What follows belongs to an exercise in optimizing a design on an open flow for small area, a short achievable clock period and few clock cycles per item; a production flow would make more cautious choices. Function was checked by simulation only, so behaviour that the tests miss may differ from the original. Power is estimated from default activity; no workload was simulated.

==> flow/run.sh <==
#!/bin/bash
# synth_recipe.tcl (not shown) runs the flow's synth.tcl, then flattens the netlist and writes it again
# the make line also repeats each setting of config.mk as NAME=value (left out here)
make -C /OpenROAD-flow-scripts/flow DESIGN_CONFIG=/design/flow/config.mk WORK_HOME=/design/flow/orfs CLKGATE_MAP_FILE= SYNTH_SCRIPT=/design/flow/synth_recipe.tcl finish
==> flow/config.mk <==
export PLATFORM = sky130hd
export DESIGN_NAME = lfcore
export DESIGN_NICKNAME = lfcore
export VERILOG_FILES = /design/flow/design.v
export SDC_FILE = /design/flow/constraint.sdc
export NUM_CORES = 4
export LEC_CHECK = 0
export CAP_MARGIN = 20
export CORE_MARGIN = 2
export CORE_UTILIZATION = 40
export SLEW_MARGIN = 20
==> flow/constraint.sdc <==
create_clock -name core_clock -period 12.0 [get_ports {clk}]
set_input_delay 2.4000 -clock core_clock [delete_from_list [all_inputs] [get_ports {clk}]]
set_output_delay 2.4000 -clock core_clock [all_outputs]
set_load 0.01 [all_outputs]
==> flow/design.v <==
module lfcore_div (
    input  wire        clk,
    input  wire        rst,
    input  wire        start,
    input  wire        clr,
    input  wire [5:0]  diff,
    input  wire [15:0] rem,
    input  wire [15:0] d,
    output reg         busy,
    output reg         done,
    output wire [5:0]  qc
);
    reg [17:0] r;
    reg [5:0]  q;
    reg [2:0]  bitn;
    reg [1:0]  ph;
    wire        addp = (ph == 2'd0);
    wire [18:0] opa  = addp ? {r, 1'b0} : {1'b0, r};
    wire [18:0] opb  = addp ? (diff[bitn] ? {3'd0, rem} : 19'd0) : ~{3'd0, d};
    wire [18:0] sum  = opa + opb + {18'd0, ~addp};
    wire        take = !addp && !sum[18];
    assign qc = q + {5'd0, (r != 18'd0)};
    always @(posedge clk) begin
        if (rst || clr) begin
            busy <= 1'b0;
            done <= 1'b0;
        end else if (start && !busy && !done) begin
            busy <= 1'b1;
            r    <= 18'd0;
            q    <= 6'd0;
            bitn <= 3'd5;
            ph   <= 2'd0;
        end else if (busy) begin
            if (addp) begin
                r  <= sum[17:0];
                q  <= {q[4:0], 1'b0};
                ph <= 2'd1;
            end else begin
                if (take) begin
                    r <= sum[17:0];
                    q <= q + 6'd1;
                end
                if (ph == 2'd2) begin
                    ph <= 2'd0;
                    if (bitn == 3'd0) begin
                        busy <= 1'b0;
                        done <= 1'b1;
                    end
                    bitn <= bitn - 3'd1;
                end else begin
                    ph <= 2'd2;
                end
            end
        end
    end
endmodule
module lfcore (
    input  wire         clk,
    input  wire         rst,
    input  wire         cmd_valid,
    input  wire [31:0]  cmd,
    output wire         cmd_ready,
    output reg          rsp_valid,
    output wire [31:0]  result,
    output reg          cmd_err,
    output wire [127:0] frame_out,
    output reg          frame_valid,
    output wire [127:0] dc_out,
    output reg          dc_write,
    output wire         sleep_req,
    output wire [31:0]  now_ms
);
    localparam K_TICK = 0, K_REFRESH = 1, K_MEDGE = 2, K_BEDGE = 3, K_POLL = 4,
               K_RESET = 5, K_STATUS = 6, K_GSTART = 7, K_GSTOP = 8,
               K_GISRUN = 9, K_GSTEP = 10, K_ZON = 11, K_ZOFF = 12,
               K_ZRUN = 13, K_MTICK = 14, K_BCONS = 15, K_SCHED = 16;
    localparam [1:0] M_STOPPED  = 2'd0;
    localparam [1:0] M_RUNNING  = 2'd1;
    localparam [1:0] M_STOPPING = 2'd2;
    localparam [1:0] S_IDLE    = 2'd0;
    localparam [1:0] S_FADEIN  = 2'd1;
    localparam [1:0] S_STEADY  = 2'd2;
    localparam [1:0] S_FADEOUT = 2'd3;
    reg [31:0] now;
    reg        inMotion;
    reg [13:0] mt;             
    reg        lastLevel;
    reg        depressed;
    reg [5:0]  st;             
    reg [9:0]  lt;             
    reg [1:0]  pc;             
    reg        half;           
    reg        lockout;
    reg [1:0]  sched;
    reg [8:0]  fit;            
    reg [8:0]  fot;            
    reg        asleep;
    reg [5:0]  zf0, zf1, zf2, zf3;
    reg [3:0]  zt;
    reg [15:0] zd0, zd1, zd2, zd3;
    reg [15:0] zr0, zr1, zr2, zr3;
    reg [15:0] z0r;
    reg [5:0]  z0q;
    reg [1:0]  g0m;            
    reg        g1r, g2r;       
    reg [9:0]  ga0, ga1, ga2;  
    reg [5:0]  gfade;          
    reg [6:0]  pq;
    reg [8:0]  pr;
    reg [5:0]  fz, fg0;
    reg        fg1, fg2;
    assign sleep_req = asleep;
    assign now_ms    = now;
    wire [15:0] fz16  = {10'd0, fz};
    wire [15:0] fg016 = {10'd0, fg0};
    wire [15:0] fg116 = {10'd0, {6{fg1}}};
    wire [15:0] fg216 = {10'd0, {6{fg2}}};
    assign frame_out = {fg216, fg216, fg116, fg016, fz16, fz16, fz16, fz16};
    wire [15:0] dc16 = {10'd0, ~half, 5'b11111};
    assign dc_out = {8{dc16}};
    reg [9:0]  res_lo;
    reg        res16;
    assign result = {15'd0, res16, 6'd0, res_lo};
    reg        rdy;
    reg        s_v;
    reg [16:0] s_oh;
    reg [1:0]  s_idx;
    reg [15:0] s_imm;
    reg        s_lvl;
    assign cmd_ready = rdy;
    wire [7:0] c_op  = cmd[31:24];
    wire [7:0] c_idx = cmd[23:16];
    wire       c_z24 = (cmd[23:0] == 24'd0);
    wire       c_z23 = (cmd[23:1] == 23'd0);
    wire       c_imm0 = (cmd[15:0] == 16'd0);
    wire       c_gi  = (c_idx[7:2] == 6'd0) && (c_idx[1:0] != 2'd3);
    wire       c_zi  = (c_idx[7:2] == 6'd0);
    reg [16:0] c_oh;
    always @(*) begin
        c_oh = 17'd0;
        c_oh[K_TICK]    = (c_op == 8'h01) && c_z24;
        c_oh[K_REFRESH] = (c_op == 8'h02) && c_z24;
        c_oh[K_MEDGE]   = (c_op == 8'h03) && c_z24;
        c_oh[K_BEDGE]   = (c_op == 8'h04) && c_z23;
        c_oh[K_POLL]    = (c_op == 8'h05) && c_z24;
        c_oh[K_RESET]   = (c_op == 8'h06) && c_z24;
        c_oh[K_STATUS]  = (c_op == 8'h07) && c_z24;
        c_oh[K_GSTART]  = (c_op == 8'h10) && c_imm0 && c_gi;
        c_oh[K_GSTOP]   = (c_op == 8'h11) && c_imm0 && c_gi;
        c_oh[K_GISRUN]  = (c_op == 8'h12) && c_imm0 && c_gi;
        c_oh[K_GSTEP]   = (c_op == 8'h13) && c_imm0 && c_gi;
        c_oh[K_ZON]     = (c_op == 8'h20) && c_zi;
        c_oh[K_ZOFF]    = (c_op == 8'h21) && c_zi;
        c_oh[K_ZRUN]    = (c_op == 8'h22) && c_imm0 && c_zi;
        c_oh[K_MTICK]   = (c_op == 8'h30) && c_z24;
        c_oh[K_BCONS]   = (c_op == 8'h40) && c_z24;
        c_oh[K_SCHED]   = (c_op == 8'h50) && c_z24;
    end
    wire z0slow = (zd0[15:6] == 10'd0) && (zd0[5:0] != 6'd0);
    wire c_slow = (c_op == 8'h20) || (c_op == 8'h21) || (c_op == 8'h22) ||
                  (((c_op == 8'h05) || (c_op == 8'h50)) && z0slow);
    wire acc = cmd_valid && rdy;
    wire is_pz = s_oh[K_POLL] | s_oh[K_SCHED];
    wire [1:0] zsel = is_pz ? 2'd0 : s_idx;
    reg [5:0]  zs_f;
    reg        zs_t;
    reg [15:0] zs_d, zs_r;
    always @(*) begin
        case (zsel)
            2'd0: begin zs_f = zf0; zs_d = zd0; zs_r = zr0; end
            2'd1: begin zs_f = zf1; zs_d = zd1; zs_r = zr1; end
            2'd2: begin zs_f = zf2; zs_d = zd2; zs_r = zr2; end
            default: begin zs_f = zf3; zs_d = zd3; zs_r = zr3; end
        endcase
        zs_t = zt[zsel];
    end
    wire zs_settled = (zs_r == 16'd0);
    wire        z0_settled = (zr0 == 16'd0);
    wire [5:0]  z0_diff    = zf0 ^ {6{zt[0]}};
    wire [5:0]  z0_lvlf    = z0_settled ? {6{zt[0]}} :
                             (zt[0] ? zf0 + z0q : zf0 - z0q);
    wire        need_lvl = s_oh[K_ZON] | s_oh[K_ZOFF] | s_oh[K_ZRUN] |
                           (s_oh[K_POLL] & ~asleep) | s_oh[K_SCHED];
    wire        fastok   = zs_settled || ((zsel == 2'd0) && !z0slow);
    wire        dv_busy, dv_done;
    wire [5:0]  dv_qc;
    wire        need_div = s_v && need_lvl && !fastok && !dv_done;
    wire        go       = s_v && !need_div;
    lfcore_div u_div (
        .clk(clk), .rst(rst), .start(need_div), .clr(go),
        .diff(zs_f ^ {6{zs_t}}), .rem(zs_r), .d(zs_d),
        .busy(dv_busy), .done(dv_done), .qc(dv_qc)
    );
    wire [5:0] dv_lvl = zs_t ? ~dv_qc : dv_qc;
    wire [5:0] lvl0 = dv_done ? dv_lvl : z0_lvlf;
    wire [5:0] lvlz = dv_done ? dv_lvl : ((zsel == 2'd0) ? z0_lvlf : {6{zs_t}});
    wire s_bad = (s_oh == 17'd0);
    wire poll_aw = s_oh[K_POLL] & ~asleep;
    wire do_btn   = poll_aw | s_oh[K_BCONS];
    wire do_mtick = poll_aw | s_oh[K_MTICK];
    wire do_sched = poll_aw | s_oh[K_SCHED];
    wire do_run   = poll_aw;
    wire btn_short = do_btn && (pc == 2'd1);
    wire btn_long  = do_btn && (pc == 2'd2);
    wire im1 = btn_long ? 1'b0 : inMotion;
    wire mt1z = btn_long || (mt == 14'd0);
    wire im2 = (do_mtick && mt1z) ? 1'b0 : im1;
    wire idle_or_fo = (sched == S_IDLE) || (sched == S_FADEOUT);
    wire a_on     = do_sched &&  idle_or_fo && im2;
    wire a_idle   = do_sched && (sched == S_FADEOUT) && !im2 && (fot == 9'd0);
    wire a_off    = do_sched && !idle_or_fo && !im2;
    wire a_steady = do_sched && (sched == S_FADEIN) && im2 && (fit == 9'd0);
    reg [1:0] sched_n;
    always @(*) begin
        sched_n = sched;
        if (a_on)     sched_n = S_FADEIN;
        if (a_idle)   sched_n = S_IDLE;
        if (a_off)    sched_n = S_FADEOUT;
        if (a_steady) sched_n = S_STEADY;
    end
    wire g0sel = (s_idx == 2'd0), g1sel = (s_idx == 2'd1), g2sel = (s_idx == 2'd2);
    wire start0 = a_steady || (s_oh[K_GSTART] && g0sel);
    wire start1 = a_steady || (s_oh[K_GSTART] && g1sel);
    wire start2 = a_steady || (s_oh[K_GSTART] && g2sel);
    wire stop0  = a_off || (s_oh[K_GSTOP] && g0sel);
    wire stop1  = a_off || (s_oh[K_GSTOP] && g1sel);
    wire stop2  = a_off || (s_oh[K_GSTOP] && g2sel);
    wire step0  = do_run || (s_oh[K_GSTEP] && g0sel);
    wire step1  = do_run || (s_oh[K_GSTEP] && g1sel);
    wire step2  = do_run || (s_oh[K_GSTEP] && g2sel);
    wire g0run  = (g0m == M_RUNNING);
    wire g0stp  = (g0m == M_STOPPING);
    wire [6:0] fsub   = {1'b0, gfade} - pq;
    wire [5:0] g0_sb  = fsub[6] ? 6'd0 : fsub[5:0];
    wire [5:0] g0_b   = g0run ? pq[5:0] : (g0stp ? g0_sb : 6'd0);
    wire       g0_end = g0stp && (g0_sb == 6'd0);
    wire       g1r_a  = start1 ? 1'b1 : (stop1 ? 1'b0 : g1r);
    wire       g2r_a  = start2 ? 1'b1 : (stop2 ? 1'b0 : g2r);
    wire [9:0] ga1_a  = (start1 || stop1) ? 10'd0 : ga1;
    wire [9:0] ga2_a  = (start2 || stop2) ? 10'd0 : ga2;
    wire       g1_on  = g1r_a && (ga1_a < 10'd500);
    wire       g2_on  = g2r_a && (((ga2_a >= 10'd600) && (ga2_a < 10'd700)) || (ga2_a >= 10'd900));
    reg [1:0] g0m_a;
    always @(*) begin
        g0m_a = g0m;
        if (start0)               g0m_a = M_RUNNING;
        else if (stop0 && g0run)  g0m_a = (pq[5:0] != 6'd0) ? M_STOPPING : M_STOPPED;
    end
    wire g0_rst = start0 || (stop0 && g0run);       
    wire [5:0] g0_bs = start0 ? 6'd0 : g0_b;         
    wire pc_a = do_btn ? 1'b0 : (pc != 2'd0);
    wire sleep_ok = (sched_n == S_IDLE) && !im2 && !depressed && !pc_a &&
                    (g0m_a != M_STOPPING);
    wire zs_T = a_on;                     
    wire z0set_s = (a_on || a_off) && !((lvl0 == {6{zs_T}}) && (zt[0] == zs_T));
    wire zop_set = s_oh[K_ZON] | s_oh[K_ZOFF];
    wire zop_T   = s_oh[K_ZON];
    wire zop_do  = zop_set && !((lvlz == {6{zop_T}}) && (zs_t == zop_T));
    wire [16:0] z0_sum = {1'b0, z0r} + {11'd0, z0_diff};
    wire [17:0] z0_sub = {1'b0, z0_sum} - {2'd0, zd0};
    wire        z0_wrap = !z0_sub[17];
    wire        g0_up   = g0stp || (ga0 < 10'd500);
    wire [9:0]  pr_up   = {1'b0, pr} + 10'd63;
    wire [9:0]  pr_upw  = pr_up - 10'd500;
    wire        up_c    = !pr_upw[9];
    wire [9:0]  pr_dn   = {1'b0, pr} - 10'd63;
    wire        dn_c    = pr_dn[9];
    wire [9:0]  pr_dnw  = pr_dn + 10'd500;
    integer i;
    always @(posedge clk) begin
        if (rst) begin
            rdy         <= 1'b1;
            s_v         <= 1'b0;
            rsp_valid   <= 1'b0;
            frame_valid <= 1'b0;
            dc_write    <= 1'b0;
        end else begin
            rdy <= acc ? !c_slow : (!s_v || go);
            if (acc) begin
                s_v   <= 1'b1;
                s_oh  <= c_oh;
                s_idx <= c_idx[1:0];
                s_imm <= cmd[15:0];
                s_lvl <= cmd[0];
            end else if (go) begin
                s_v <= 1'b0;
            end
            rsp_valid   <= go;
            frame_valid <= go && s_oh[K_REFRESH];
            dc_write    <= go && (s_oh[K_RESET] || btn_short);
            if (go) begin
                cmd_err <= s_bad;
                res16   <= s_oh[K_GSTEP] && (g0sel ? (g0run && pq[5:0] != 6'd0) :
                                             g1sel ? g1_on : g2_on);
                res_lo  <= 10'd0;
                if (s_oh[K_STATUS])
                    res_lo <= {lastLevel, pc, sched, asleep, lockout, half, depressed, inMotion};
                if (s_oh[K_GISRUN])
                    res_lo <= {9'd0, g0sel ? g0run : g1sel ? g1r : g2r};
                if (s_oh[K_GSTEP])
                    res_lo <= g0sel ? {4'd0, g0_b} :
                              g1sel ? {4'd0, {6{g1_on}}} : {3'd0, g2_on, g2_on, 2'd0, g2_on, 2'd0};
                if (s_oh[K_ZRUN])
                    res_lo <= {4'd0, lvlz};
            end
        end
        if (rst || (go && s_oh[K_RESET])) begin
            now       <= 32'd0;
            inMotion  <= 1'b0;
            mt        <= 14'd0;
            lastLevel <= 1'b1;
            depressed <= 1'b0;
            st        <= 6'd0;
            lt        <= 10'd0;
            pc        <= 2'd0;
            half      <= 1'b0;
            lockout   <= 1'b0;
            sched     <= S_IDLE;
            fit       <= 9'd0;
            fot       <= 9'd0;
            asleep    <= 1'b0;
            zf0 <= 6'd0; zf1 <= 6'd0; zf2 <= 6'd0; zf3 <= 6'd0;
            zt  <= 4'd0;
            zd0 <= 16'd0; zd1 <= 16'd0; zd2 <= 16'd0; zd3 <= 16'd0;
            zr0 <= 16'd0; zr1 <= 16'd0; zr2 <= 16'd0; zr3 <= 16'd0;
            z0r <= 16'd0; z0q <= 6'd0;
            g0m <= M_STOPPED; g1r <= 1'b0; g2r <= 1'b0;
            ga0 <= 10'd0; ga1 <= 10'd0; ga2 <= 10'd0;
            gfade <= 6'd0;
            pq  <= 7'd0; pr <= 9'd0;
            fz  <= 6'd0; fg0 <= 6'd0; fg1 <= 1'b0; fg2 <= 1'b0;
        end else if (go && !s_bad) begin
            if (s_oh[K_TICK] | s_oh[K_REFRESH] | s_oh[K_MEDGE] | s_oh[K_BEDGE])
                asleep <= 1'b0;
            else if (do_sched && sleep_ok)
                asleep <= 1'b1;
            if (s_oh[K_TICK]) begin
                now <= now + 32'd1;
                if (mt  != 14'd0) mt  <= mt  - 14'd1;
                if (st  != 6'd0)  st  <= st  - 6'd1;
                if (lt  != 10'd0) lt  <= lt  - 10'd1;
                if (fit != 9'd0)  fit <= fit - 9'd1;
                if (fot != 9'd0)  fot <= fot - 9'd1;
                if (zr0 != 16'd0) begin
                    zr0 <= zr0 - 16'd1;
                    if (z0_wrap) begin
                        z0r <= z0_sub[15:0];
                        z0q <= z0q + 6'd1;
                    end else begin
                        z0r <= z0_sum[15:0];
                    end
                end
                if (zr1 != 16'd0) zr1 <= zr1 - 16'd1;
                if (zr2 != 16'd0) zr2 <= zr2 - 16'd1;
                if (zr3 != 16'd0) zr3 <= zr3 - 16'd1;
                if (g0run || g0stp) begin
                    if (g0run)
                        ga0 <= (ga0 == 10'd999) ? 10'd0 : ga0 + 10'd1;
                    if (g0_up) begin
                        if (pq != 7'd64) begin
                            if (up_c) begin
                                pr <= pr_upw[8:0];
                                pq <= pq + 7'd1;
                            end else begin
                                pr <= pr_up[8:0];
                            end
                        end
                    end else begin
                        if (dn_c) begin
                            pr <= pr_dnw[8:0];
                            pq <= pq - 7'd1;
                        end else begin
                            pr <= pr_dn[8:0];
                        end
                    end
                end
                if (g1r) ga1 <= (ga1 == 10'd999) ? 10'd0 : ga1 + 10'd1;
                if (g2r) ga2 <= (ga2 == 10'd999) ? 10'd0 : ga2 + 10'd1;
            end
            if (s_oh[K_MEDGE] && !lockout) begin
                mt       <= 14'd10000;
                inMotion <= 1'b1;
            end
            if (s_oh[K_BEDGE] && (s_lvl != lastLevel)) begin
                lastLevel <= s_lvl;
                if (!s_lvl) begin
                    depressed <= 1'b1;
                    st        <= 6'd50;
                    lt        <= 10'd1000;
                end else if (depressed) begin
                    depressed <= 1'b0;
                    if (lt == 10'd0)      pc <= 2'd2;
                    else if (st == 6'd0)  pc <= 2'd1;
                end
            end
            if (do_btn) begin
                pc <= 2'd0;
                if (btn_short) half <= ~half;
                if (btn_long)  lockout <= ~lockout;
            end
            if (do_btn || do_mtick) begin
                inMotion <= im2;
                if (btn_long) mt <= 14'd0;
            end
            if (do_sched) begin
                sched <= sched_n;
                if (a_on)  fit <= 9'd500;
                if (a_off) fot <= 9'd500;
            end
            if (z0set_s) begin
                zf0   <= lvl0;
                zt[0] <= zs_T;
                zd0   <= 16'd500;
                zr0   <= 16'd500;
                z0r   <= 16'd0;
                z0q   <= 6'd0;
            end
            if (zop_do) begin
                zt[s_idx] <= zop_T;
                case (s_idx)
                    2'd0: begin zf0 <= lvlz; zd0 <= s_imm; zr0 <= s_imm; z0r <= 16'd0; z0q <= 6'd0; end
                    2'd1: begin zf1 <= lvlz; zd1 <= s_imm; zr1 <= s_imm; end
                    2'd2: begin zf2 <= lvlz; zd2 <= s_imm; zr2 <= s_imm; end
                    default: begin zf3 <= lvlz; zd3 <= s_imm; zr3 <= s_imm; end
                endcase
            end
            if (do_run)
                fz <= lvl0;
            if (s_oh[K_ZRUN] && (s_idx == 2'd0))
                fz <= lvlz;
            if (start0 || stop0 || step0) begin
                g0m <= g0m_a;
                if (stop0 && g0run && (pq[5:0] != 6'd0))
                    gfade <= pq[5:0];
                if (g0_rst || (step0 && g0_end)) begin
                    ga0 <= 10'd0;
                    pq  <= 7'd0;
                    pr  <= 9'd0;
                end
                if (step0) begin
                    fg0 <= g0_bs;
                    if (!g0_rst && g0_end)
                        g0m <= M_STOPPED;
                end
            end
            if (start1 || stop1 || step1) begin
                g1r <= g1r_a;
                ga1 <= ga1_a;
                if (step1) fg1 <= g1_on;
            end
            if (start2 || stop2 || step2) begin
                g2r <= g2r_a;
                ga2 <= ga2_a;
                if (step2) fg2 <= g2_on;
            end
        end
    end
endmodule
==> results of run 1 <==
## worst max-delay path, stage by stage, from the launching register on
cell and delay (ps):
edfxtp_1 330, buf_4 440, nand4bb_1 790, o221ai_1 490
o32ai_1 160, or4_4 590, o41a_4 630, nor2_4 780
buf_4 780, nand3_1 1040, mux2i_1 440, nor2_1 60
## cells in the mapped netlist (57+ instances only)
| library cell | number |
|---|---|
| dfxtp_1 | 345 |
| nor2_1 | 304 |
| mux2i_1 | 67 |
| xor2_1 | 84 |
| o21ai_0 | 150 |
| buf_2 | 57 |
| nand2_1 | 358 |
| nand3_1 | 161 |
| edfxtp_1 | 76 |
| ha_1 | 87 |
| a21oi_1 | 264 |
| nor3_1 | 100 |
| inv_1 | 100 |
| xnor2_1 | 69 |
| clkbuf_1 | 123 |
| buf_4 | 266 |
## how the worst max path moves through the flow
stage	end	cells past startpoint
2_1_floorplan	u_div.q[0]$_SDFFCE_PP0P_	25
3_3_place_gp	zt[1]$_SDFFE_PP0P_	11
5_1_grt	zf2[0]$_SDFFE_PP0P_	11
3_5_place_dp	zt[1]$_SDFFE_PP0P_	11
4_1_cts	zt[1]$_SDFFE_PP0P_	11
6_report	zd2[0]$_SDFFE_PP0P_	11
## cell usage in the layout (no fill, tap or decap), types with 18 or more instances in the layout
cell type and n:
a2111oi_0 18, a211oi_1 46, a21o_1 19, a21oi_1 262, a22oi_1 27, a31oi_1 54, a32o_1 27, and2_1 31
and3_1 39, buf_4 38, clkbuf_16 51, clkdlybuf4s50_1 139, conb_1 221, dfxtp_1 345, edfxtp_1 76, ha_1 87
inv_1 100, mux2i_1 67, nand2_1 357, nand2b_1 32, nand3_1 159, nand4_1 50, nor2_1 300, nor2b_1 27
nor3_1 99, nor4_1 51, o21ai_0 150, o22ai_1 35, or3_1 52, or3b_1 19, or4_1 23, xnor2_1 69
xor2_1 84
## cell type report
cell class,count,area [um^2],area share [%]
Clock inverter,25,376.6,1.209
Sequential cell,421,9189,29.50
Multi-Input combinational cell,2768,16920,54.33
Tap cell,940,1176,3.776
Inverter,103,386.6,1.241
Antenna cell,1,2.502,0.008035
Clock buffer,67,1396,4.483
Timing Repair Buffer,178,1697,5.448
## kinds of logic after synthesis
logic type                 synth area share [%]
DFF                                       32.36
other                                   0.02645
muxes                                     3.115
buffers and inverters                     11.29
adders and majority gates                 4.292
xor gates and xnor gates                  4.719
and+or+nand+nor                           23.66
AOI/OAI and AO/OA                         20.54
## per-layer routing
metal | wire [um] | part of all wire [%]
met3 | 7560 | 8.4
met4 | 2042 | 2.3
met1 | 40080 | 45
met2 | 39930 | 45
met5 | 0 | 0
## state kept, by name, summed over array words and instances, names as in the netlist, 14 cells and up
| name | count |
|---|---|
| u_div.r | 18 |
| zd2 | 16 |
| zd3 | 16 |
| zr1 | 16 |
| zd1 | 16 |
| now | 32 |
| zr3 | 16 |
| s_imm | 16 |
| zr0 | 16 |
| z0r | 16 |
| zd0 | 16 |
| mt | 14 |
| zr2 | 16 |
| s_oh | 17 |
## where the power goes
group	switching, mW	internal (mW)	leakage, nW
Sequential	0.143	1.53	3.48
Combinational	0.935	0.526	7.32
Clock	0.666	0.977	0.856
Total	1.74	3.03	11.7
==> results.yml, run 1 <==
finish:
  layout.nets: 3650
  finish.utilization_pct: 44.40
  final_area_um2: 31140
  fin_cells: 4503
  syn2layout_area_growth_pct: 9.676
  nFillCells: 7067
  drive_gt1_share_pct: 5.755
synth:
  ys_seq_area_share_pct: 32.36
  synth_area_leaders: "dfxtp_1 24%, edfxtp_1 8.0%, buf_4 7.0%, nand2_1 4.7%, a21oi_1 4.7%"
  ys_types: 105
  synth_seq_cells: 421
  synth.top_cell.area_share_pct: 24.32
  async_flop_share_pct: 0
  synth_top_flop_cell: "dfxtp_1"
  synth_area_um2: 28400
  synth-edff-count: 76
  syn_area_per_cell_um2: 8.029
  ys_warn_count: 2
  netlist.top_cell.by_area: "dfxtp_1"
  postSynthCellCount: 3537
hold_path:
  hold_depth: 2
  min-delay-start: "zd3[4]$_SDFFE_PP0P_"
  hold_path_end: "zd3[4]$_SDFFE_PP0P_"
  hp-class: "flop to flop"
clocking:
  hold_buffers: 0
  cts.clk_slew.worst_paths_ps: 60
  cts-root-buf: "clkbuf_16"
  htreeDepth: 2
  cts_setup_buffers: 0
  cts_resized: 0
  clock_latency_ps: 630
  cts_tree: "done"
  cts_num_sinks: 421
  clockBufferDepth: 3
  cts_inserted_buffers: 50
setup_path:
  r2r_start: "s_idx[0]$_DFFE_PP_"
  crit_arrival_ps: 7210
  reg2reg_depth: 11
  critPathLaunchType: "flop"
  r2r_slack_ps: 5280
  endpoint_kind: "flop"
  r2r_end: "zd2[0]$_SDFFE_PP0P_"
  cp-startpoint: "s_idx[0]$_DFFE_PP_"
  crit_type: "flop to flop"
  path_max_fanout: 75
  required_ps: 12490
grt:
  use_met2_pct: 36.26
  overflow: 0
  grt_use_met1_pct: 33.37
  grt_max_degree: 174
  grt-busiest-layer: "met2"
  use_met3_pct: 4.179
  grt_use_total_pct: 23.34
  grt_pass1_wl_mm: 137.6
  antenna_found_initial: 1
  grt_pass1_vias: 23130
placement:
  dpl.hpwl_mm: 64.02
  port_buffers: 139
  place_congestion: 0.9578
  placed_area_um2: 29350
  dp.cells: 4410
  place_ws_ps: 5321
timing:
  fin_crit_ps: 6718
  finClkSkew_ps: 39.13
  tns_ps: 0
  worst_hold_slack_ps: 455.1
  fmaxAchievable_mhz: 148.9
  fin_crit_sh_pct: 55.98
  slew_violations: 0
  setup_violations: 0
  max_slew_margin_pct: 23.89
  hold_viol_final: 0
  fin_ws_ps: 5282
  worst_pin_slew_ps: 1139
  rsz0062_at_grt: "no"
die:
  initial_core_util_pct: 40.48
  floorplan.die_area_um2: 73140
  die_w_um: 270.4
  core.rowCount: 97
  die_h_um: 270.4
  core_um2: 70150
  ios: 361
outcome:
  status: "timing/DRC/antenna clean"
route:
  wl_mm: 89.61
  first_pass_iters: 9
  num_vias: 26000
  drtAntennaViolNets: 0
  wl_per_cell_um: 19.90
  drc: 0
  vias_per_cell: 5.773
  drt_iter0_markers: 2857
pwr:
  power_mw: 4.773
  vdd_drop_max_mv: 0.1055
  p_per_area_nw_per_um2: 153.2
  p_leak_nw: 11.66
job:
  drv_cap: 0
Testbench counts, summed over its fixed seeds: cycles 472,464, ops 472,456.
==> inputs of run 2 (changes only) <==
--- a/flow/design.v
+++ b/flow/design.v
@@ -5,36 +5,54 @@
     input  wire        clr,
     input  wire [5:0]  diff,
+    input  wire        tgt,
     input  wire [15:0] rem,
     input  wire [15:0] d,
-    output reg         busy,
+    input  wire        fast,
+    input  wire [5:0]  fastlvl,
     output reg         done,
-    output wire [5:0]  qc
+    output reg  [5:0]  lvl
 );
+    reg        busy;
     reg [17:0] r;
     reg [5:0]  q;
     reg [2:0]  bitn;
-    reg [1:0]  ph;
+    reg [1:0]  ph;        
+    reg [15:0] opb;
     wire        addp = (ph == 2'd0);
     wire [18:0] opa  = addp ? {r, 1'b0} : {1'b0, r};
-    wire [18:0] opb  = addp ? (diff[bitn] ? {3'd0, rem} : 19'd0) : ~{3'd0, d};
-    wire [18:0] sum  = opa + opb + {18'd0, ~addp};
+    wire [18:0] opx  = addp ? {3'd0, opb} : {3'b111, opb};
+    wire [18:0] sum  = opa + opx + {18'd0, ~addp};
     wire        take = !addp && !sum[18];
-    assign qc = q + {5'd0, (r != 18'd0)};
+    wire [5:0]  qc   = q + {5'd0, (r != 18'd0)};
+    wire [2:0]  bitm = bitn - 3'd1;
+    wire [7:0]  dpad = {2'b00, diff};
+    wire go = start && !busy && !done;
     always @(posedge clk) begin
         if (rst || clr) begin
             busy <= 1'b0;
             done <= 1'b0;
-        end else if (start && !busy && !done) begin
+        end else if (go) begin
             busy <= 1'b1;
+        end else if (busy && ph == 2'd3) begin
+            busy <= 1'b0;
+            done <= 1'b1;
+        end
+    end
+    always @(posedge clk) begin
+        if (go) begin
             r    <= 18'd0;
             q    <= 6'd0;
             bitn <= 3'd5;
             ph   <= 2'd0;
+            opb  <= diff[5] ? rem : 16'd0;
         end else if (busy) begin
-            if (addp) begin
-                r  <= sum[17:0];
-                q  <= {q[4:0], 1'b0};
-                ph <= 2'd1;
-            end else begin
+            case (ph)
+            2'd0: begin
+                r   <= sum[17:0];
+                q   <= {q[4:0], 1'b0};
+                ph  <= 2'd1;
+                opb <= ~d;
+            end
+            2'd1, 2'd2: begin
                 if (take) begin
                     r <= sum[17:0];
@@ -42,14 +60,15 @@
                 end
                 if (ph == 2'd2) begin
-                    ph <= 2'd0;
-                    if (bitn == 3'd0) begin
-                        busy <= 1'b0;
-                        done <= 1'b1;
-                    end
-                    bitn <= bitn - 3'd1;
+                    bitn <= bitm;
+                    ph   <= (bitn == 3'd0) ? 2'd3 : 2'd0;
+                    opb  <= dpad[bitm] ? rem : 16'd0;
                 end else begin
                     ph <= 2'd2;
                 end
             end
+            default: begin
+                lvl  <= fast ? fastlvl : (tgt ? ~qc : qc);
+            end
+            endcase
         end
     end
@@ -101,5 +120,5 @@
     reg [15:0] zr0, zr1, zr2, zr3;
     reg [15:0] z0r;
-    reg [5:0]  z0q;
+    reg [5:0]  z0c;
     reg [1:0]  g0m;            
     reg        g1r, g2r;       
@@ -127,5 +146,4 @@
     reg [1:0]  s_idx;
     reg [15:0] s_imm;
-    reg        s_lvl;
     assign cmd_ready = rdy;
     wire [7:0] c_op  = cmd[31:24];
@@ -159,6 +177,5 @@
     wire z0slow = (zd0[15:6] == 10'd0) && (zd0[5:0] != 6'd0);
     wire c_slow = (c_op == 8'h20) || (c_op == 8'h21) || (c_op == 8'h22) ||
-                  (((c_op == 8'h05) || (c_op == 8'h50)) && z0slow);
-    wire acc = cmd_valid && rdy;
+                  (((c_op == 8'h05) || (c_op == 8'h50)) && z0slow && (zr0 != 16'd0));
     wire is_pz = s_oh[K_POLL] | s_oh[K_SCHED];
     wire [1:0] zsel = is_pz ? 2'd0 : s_idx;
@@ -175,24 +192,17 @@
         zs_t = zt[zsel];
     end
-    wire zs_settled = (zs_r == 16'd0);
-    wire        z0_settled = (zr0 == 16'd0);
-    wire [5:0]  z0_diff    = zf0 ^ {6{zt[0]}};
-    wire [5:0]  z0_lvlf    = z0_settled ? {6{zt[0]}} :
-                             (zt[0] ? zf0 + z0q : zf0 - z0q);
-    wire        need_lvl = s_oh[K_ZON] | s_oh[K_ZOFF] | s_oh[K_ZRUN] |
-                           (s_oh[K_POLL] & ~asleep) | s_oh[K_SCHED];
-    wire        fastok   = zs_settled || ((zsel == 2'd0) && !z0slow);
-    wire        dv_busy, dv_done;
-    wire [5:0]  dv_qc;
-    wire        need_div = s_v && need_lvl && !fastok && !dv_done;
-    wire        go       = s_v && !need_div;
+    wire zs_fast = (zs_r == 16'd0) || ((zsel == 2'd0) && !z0slow);
+    reg         s_wait;
+    wire        go = s_v && !s_wait;
+    wire        dv_done;
+    wire [5:0]  dv_lvl;
     lfcore_div u_div (
-        .clk(clk), .rst(rst), .start(need_div), .clr(go),
-        .diff(zs_f ^ {6{zs_t}}), .rem(zs_r), .d(zs_d),
-        .busy(dv_busy), .done(dv_done), .qc(dv_qc)
+        .clk(clk), .rst(rst), .start(s_v && s_wait), .clr(go),
+        .diff(zs_f), .tgt(zs_t), .rem(zs_r), .d(zs_d),
+        .fast(zs_fast), .fastlvl((zsel == 2'd0) ? z0c : {6{zs_t}}),
+        .done(dv_done), .lvl(dv_lvl)
     );
-    wire [5:0] dv_lvl = zs_t ? ~dv_qc : dv_qc;
-    wire [5:0] lvl0 = dv_done ? dv_lvl : z0_lvlf;
-    wire [5:0] lvlz = dv_done ? dv_lvl : ((zsel == 2'd0) ? z0_lvlf : {6{zs_t}});
+    wire [5:0] lvl0 = dv_done ? dv_lvl : z0c;
+    wire [5:0] lvlz = dv_lvl;
     wire s_bad = (s_oh == 17'd0);
     wire poll_aw = s_oh[K_POLL] & ~asleep;
@@ -257,6 +267,7 @@
     wire zop_T   = s_oh[K_ZON];
     wire zop_do  = zop_set && !((lvlz == {6{zop_T}}) && (zs_t == zop_T));
-    wire [16:0] z0_sum = {1'b0, z0r} + {11'd0, z0_diff};
-    wire [17:0] z0_sub = {1'b0, z0_sum} - {2'd0, zd0};
+    wire [5:0] zop_diff = zop_T ? ~lvlz : lvlz;
+    wire [16:0] z0_sum = {1'b0, z0r} + {11'd0, zf0};
+    wire [17:0] z0_sub = {2'd0, z0r} + {12'd0, zf0} + {2'b11, ~zd0} + 18'd1;
     wire        z0_wrap = !z0_sub[17];
     wire        g0_up   = g0stp || (ga0 < 10'd500);
@@ -267,5 +278,5 @@
     wire        dn_c    = pr_dn[9];
     wire [9:0]  pr_dnw  = pr_dn + 10'd500;
-    integer i;
+    reg rst_q;
     always @(posedge clk) begin
         if (rst) begin
@@ -276,17 +287,22 @@
             dc_write    <= 1'b0;
         end else begin
-            rdy <= acc ? !c_slow : (!s_v || go);
-            if (acc) begin
-                s_v   <= 1'b1;
-                s_oh  <= c_oh;
-                s_idx <= c_idx[1:0];
-                s_imm <= cmd[15:0];
-                s_lvl <= cmd[0];
-            end else if (go) begin
+            rdy <= rdy ? !(cmd_valid && c_slow) : go;
+            if (rdy)
+                s_v <= cmd_valid;
+            else if (go)
                 s_v <= 1'b0;
-            end
             rsp_valid   <= go;
             frame_valid <= go && s_oh[K_REFRESH];
             dc_write    <= go && (s_oh[K_RESET] || btn_short);
+        end
+        if (rdy) begin
+            s_wait <= c_slow;
+            s_oh   <= c_oh;
+            s_idx  <= c_idx[1:0];
+            s_imm  <= cmd[15:0];
+        end else if (dv_done) begin
+            s_wait <= 1'b0;
+        end
+        begin
             if (go) begin
                 cmd_err <= s_bad;
@@ -305,5 +321,6 @@
             end
         end
-        if (rst || (go && s_oh[K_RESET])) begin
+        rst_q <= rst;
+        if (rst_q || (go && s_oh[K_RESET])) begin
             now       <= 32'd0;
             inMotion  <= 1'b0;
@@ -324,5 +341,5 @@
             zd0 <= 16'd0; zd1 <= 16'd0; zd2 <= 16'd0; zd3 <= 16'd0;
             zr0 <= 16'd0; zr1 <= 16'd0; zr2 <= 16'd0; zr3 <= 16'd0;
-            z0r <= 16'd0; z0q <= 6'd0;
+            z0r <= 16'd0; z0c <= 6'd0;
             g0m <= M_STOPPED; g1r <= 1'b0; g2r <= 1'b0;
             ga0 <= 10'd0; ga1 <= 10'd0; ga2 <= 10'd0;
@@ -346,8 +363,10 @@
                     if (z0_wrap) begin
                         z0r <= z0_sub[15:0];
-                        z0q <= z0q + 6'd1;
+                        z0c <= zt[0] ? z0c + 6'd1 : z0c - 6'd1;
                     end else begin
                         z0r <= z0_sum[15:0];
                     end
+                    if (zr0 == 16'd1)
+                        z0c <= {6{zt[0]}};
                 end
                 if (zr1 != 16'd0) zr1 <= zr1 - 16'd1;
@@ -382,7 +401,7 @@
                 inMotion <= 1'b1;
             end
-            if (s_oh[K_BEDGE] && (s_lvl != lastLevel)) begin
-                lastLevel <= s_lvl;
-                if (!s_lvl) begin
+            if (s_oh[K_BEDGE] && (s_imm[0] != lastLevel)) begin
+                lastLevel <= s_imm[0];
+                if (!s_imm[0]) begin
                     depressed <= 1'b1;
                     st        <= 6'd50;
@@ -409,18 +428,21 @@
             end
             if (z0set_s) begin
-                zf0   <= lvl0;
+                zf0   <= zs_T ? ~lvl0 : lvl0;
                 zt[0] <= zs_T;
                 zd0   <= 16'd500;
                 zr0   <= 16'd500;
                 z0r   <= 16'd0;
-                z0q   <= 6'd0;
+                z0c   <= lvl0;
             end
             if (zop_do) begin
                 zt[s_idx] <= zop_T;
                 case (s_idx)
-                    2'd0: begin zf0 <= lvlz; zd0 <= s_imm; zr0 <= s_imm; z0r <= 16'd0; z0q <= 6'd0; end
-                    2'd1: begin zf1 <= lvlz; zd1 <= s_imm; zr1 <= s_imm; end
-                    2'd2: begin zf2 <= lvlz; zd2 <= s_imm; zr2 <= s_imm; end
-                    default: begin zf3 <= lvlz; zd3 <= s_imm; zr3 <= s_imm; end
+                    2'd0: begin
+                        zf0 <= zop_diff; zd0 <= s_imm; zr0 <= s_imm; z0r <= 16'd0;
+                        z0c <= (s_imm == 16'd0) ? {6{zop_T}} : lvlz;
+                    end
+                    2'd1: begin zf1 <= zop_diff; zd1 <= s_imm; zr1 <= s_imm; end
+                    2'd2: begin zf2 <= zop_diff; zd2 <= s_imm; zr2 <= s_imm; end
+                    default: begin zf3 <= zop_diff; zd3 <= s_imm; zr3 <= s_imm; end
                 endcase
             end
==> results.yml, run 2 <==
synth:
  yosysMostFrequentCell: "nor2_1"
  synth_top_cells_by_count: "384 x nor2_1, 378 x nand2_1, 375 x dfxtp_1"
  ys_types: 100
  synth_area_leaders: "dfxtp_1 26%, edfxtp_1 7.3%, buf_4 6.9%, a21oi_1 5.5%, nor2_1 5.0%"
  postSynthCellCount: 3635
  netlist.top_cell.by_area: "dfxtp_1"
  syn_area_per_cell_um2: 7.919
  synth_seq_cells: 445
  synth-edff-count: 70
  ys_warn_count: 2
  async_flop_share_pct: 0
  synth_area_um2: 28790
  ys_seq_area_share_pct: 33.38
  synth_top_flop_cell: "dfxtp_1"
  synth.top_cell.area_share_pct: 26.08
clocking:
  cts_num_sinks: 445
  htreeDepth: 2
  cts_inserted_buffers: 52
  clockBufferDepth: 3
  cts-root-buf: "clkbuf_16"
  cts_tree: "done"
  hold_buffers: 0
  cts_resized: 0
  cts_setup_buffers: 0
  cts.clk_slew.worst_paths_ps: 60
  clock_latency_ps: 630
setup_path:
  crit_type: "flop to output port"
  critPathLaunchType: "flop"
  r2r_start: "s_oh[16]$_DFFE_PP_"
  endpoint_kind: "output port"
  cp_slowest_cell: "dfxtp_2"
  slowest_delay_ps: 950
  crit_family: "flip-flops"
  crit_arrival_ps: 2260
  timing.critical_path.cells: "clkdlybuf4s50_1"
  critical_path_depth: 1
  r2r_slack_ps: 7540
  path_max_fanout: 42
  required_ps: 9600
  timing.critical_path.buf_inv: 1
  r2r_end: "zr2[11]$_SDFFE_PP0P_"
  reg2reg_depth: 9
grt:
  antenna_found_initial: 0
  grt_pass1_vias: 23000
  grt-busiest-layer: "met2"
  use_met2_pct: 34.53
  overflow: 0
  grt_use_met1_pct: 32.25
  grt_use_total_pct: 22.28
  grt_max_degree: 73
  grt_pass1_wl_mm: 133.3
  use_met3_pct: 2.803
route:
  drtAntennaViolNets: 0
  num_vias: 25830
  first_pass_iters: 6
  wl_per_cell_um: 18.88
  drt_iter0_markers: 2162
  vias_per_cell: 5.612
  drc: 0
  wl_mm: 86.92
die:
  ios: 361
  die_w_um: 272.3
  core.rowCount: 98
  core_um2: 71360
  initial_core_util_pct: 40.34
  floorplan.die_area_um2: 74130
  die_h_um: 272.3
placement:
  dpl.hpwl_mm: 60.65
  port_buffers: 139
  placed_area_um2: 29700
  place_congestion: 0.8858
finish:
  drive_gt1_share_pct: 5.064
  largest_reg_flops: 32
  final_common_cell: "nor2_1"
  syn2layout_area_growth_pct: 9.410
  nFillCells: 7194
  layout.nets: 3759
  regArea_um2: 9610
  finish.utilization_pct: 44.13
  diodes: 0
  final_cell_mix: "380 x nor2_1, 378 x nand2_1, 374 x dfxtp_1"
  multi_input_area_um2: 16900
  regMostFlops: "now"
  top_regs: "now (32), u_div.r (18), s_oh (17)"
  final_area_um2: 31500
timing:
  fin_crit_sh_pct: 38.87
  finClkSkew_ps: 30.11
  setup_violations: 0
  worst_pin_slew_ps: 1036
  slew_violations: 0
  max_slew_margin_pct: 30.54
  fmaxAchievable_mhz: 214.4
  hold_viol_final: 0
  tns_ps: 0
  rsz0062_at_grt: "no"
  fin_crit_ps: 4664
pwr:
  switchingPower_uw: 949.1
  seqPwrFrac_pct: 43.7
  p_int_mw: 2.612
  swShare_pct: 26.65
  clkPwrFrac_pct: 46.8
  p_comb_share_pct: 9.5
  p_leak_nw: 11.57
  p_per_area_nw_per_um2: 113.1
  vdd_drop_max_mv: 0.1090
hold_path:
  hold_depth: 2
  hold_path_end: "zd1[13]$_SDFFE_PP0P_"
  hp-class: "flop to flop"
  min-delay-start: "zd1[13]$_SDFFE_PP0P_"
job:
  drv_cap: 0
outcome:
  status: "timing/DRC/antenna clean"
[run 2: area by class of cell]
cell class              count  area share, %
multi-input cells        2840          53.67
flip-flops and latches    445          30.51
repair buffers            171          5.180
clock buffers              72          4.727
well taps                 950          3.774
inverters                 100          1.192
clock inverters            25         0.9415
[run 2: power groups by stage]
| stage | logic [mW] | clock network (mW) | registers, mW |
|---|---|---|---|
| final | 0.338 | 1.67 | 1.56 |
| after global routing | 0.370 | 1.76 | 1.56 |
| after CTS | 0.331 | 1.70 | 1.56 |
| after detailed placement | 0.330 | 0 | 1.59 |
| after global placement | 0.329 | 0 | 1.59 |
| after floorplan | 0.286 | 0 | 1.57 |
[run 2: stage by stage]
step / setup WS [ps] / power, mW / hold WS, ps / std cells
5_1_grt: 7208 / 3.685 / 466.5 / 4603
6_report: 7336 / 3.561 / 454.1 / 4603
4_1_cts: 7303 / 3.581 / 453.7 / 4603
2_1_floorplan: 8038 / 1.859 / 431.3 / 3854
3_5_place_dp: 6938 / 1.917 / 446.1 / 4506
3_3_place_gp: 6988 / 1.917 / 441.2 / 4506
[run 2: cells by family (layout without fill, tap and decap cells)]
kind of cell | after synthesis | after routing | synth area share (%)
flops | 445 | 445 | 33.38
xor+xnor | 136 | 136 | 4.164
mux | 83 | 83 | 3.016
compound gates | 973 | 973 | 21.34
simple gates | 1313 | 1313 | 21.82
buf+inv | 569 | 368 | 10.98
fa+ha+maj | 114 | 114 | 5.268
other cells | 2 | 221 | 0.02609
[run 2: metal layers]
| layer | wire [um] | share of wire, % |
|---|---|---|
| met3 | 6462 | 7.4 |
| met2 | 38720 | 45 |
| met1 | 39510 | 45 |
| met5 | 0 | 0 |
| met4 | 2225 | 2.6 |
[run 2: worst max-delay path by stage]
stage                         from  slack (ps)                  to
CTS                 rdy$_SDFF_PP1_        7300           cmd_ready
global placement            cmd[5]        6990  s_oh[10]$_DFFE_PP_
floorplan                   cmd[9]        8040  s_oh[10]$_DFFE_PP_
finish              rdy$_SDFF_PP1_        7340           cmd_ready
global route        rdy$_SDFF_PP1_        7210           cmd_ready
detailed placement          cmd[4]        6940  s_oh[10]$_DFFE_PP_
Testbench counts of run 2, summed over its fixed seeds: cycles 472,464, ops 472,456.

## what the ideal ports hide
The flow's constraints put no driver on any port. The routed layouts listed below were extracted and timed again, unchanged, in two steps.
Step 1 sets driving cells, clkbuf_16 on the clock port and buf_2 on the other inputs (assumed; they add their load-dependent delay and slew).
Step 2 times the ports against the registers' clock, not the clock port: input delays grow and output delays shrink by t, the midpoint of the rising clock arrivals with the driver on.
a / b / c = ideal / step 1 / step 2; a / b = the first two.
| run | t (ns) | setup WS [ns] | worst setup path after step 2 |
|---|---|---|---|
| run 1 | 0.676 | 5.282 / 5.282 / 5.282 | register to register |
| run 2 | 0.678 | 7.336 / 7.269 / 6.873 | input to register |
After both steps setup and hold are still met in every run listed. The setup slack of run 2, which loses most, moves by -0.067 ns with the drivers and by -0.463 ns with both steps.
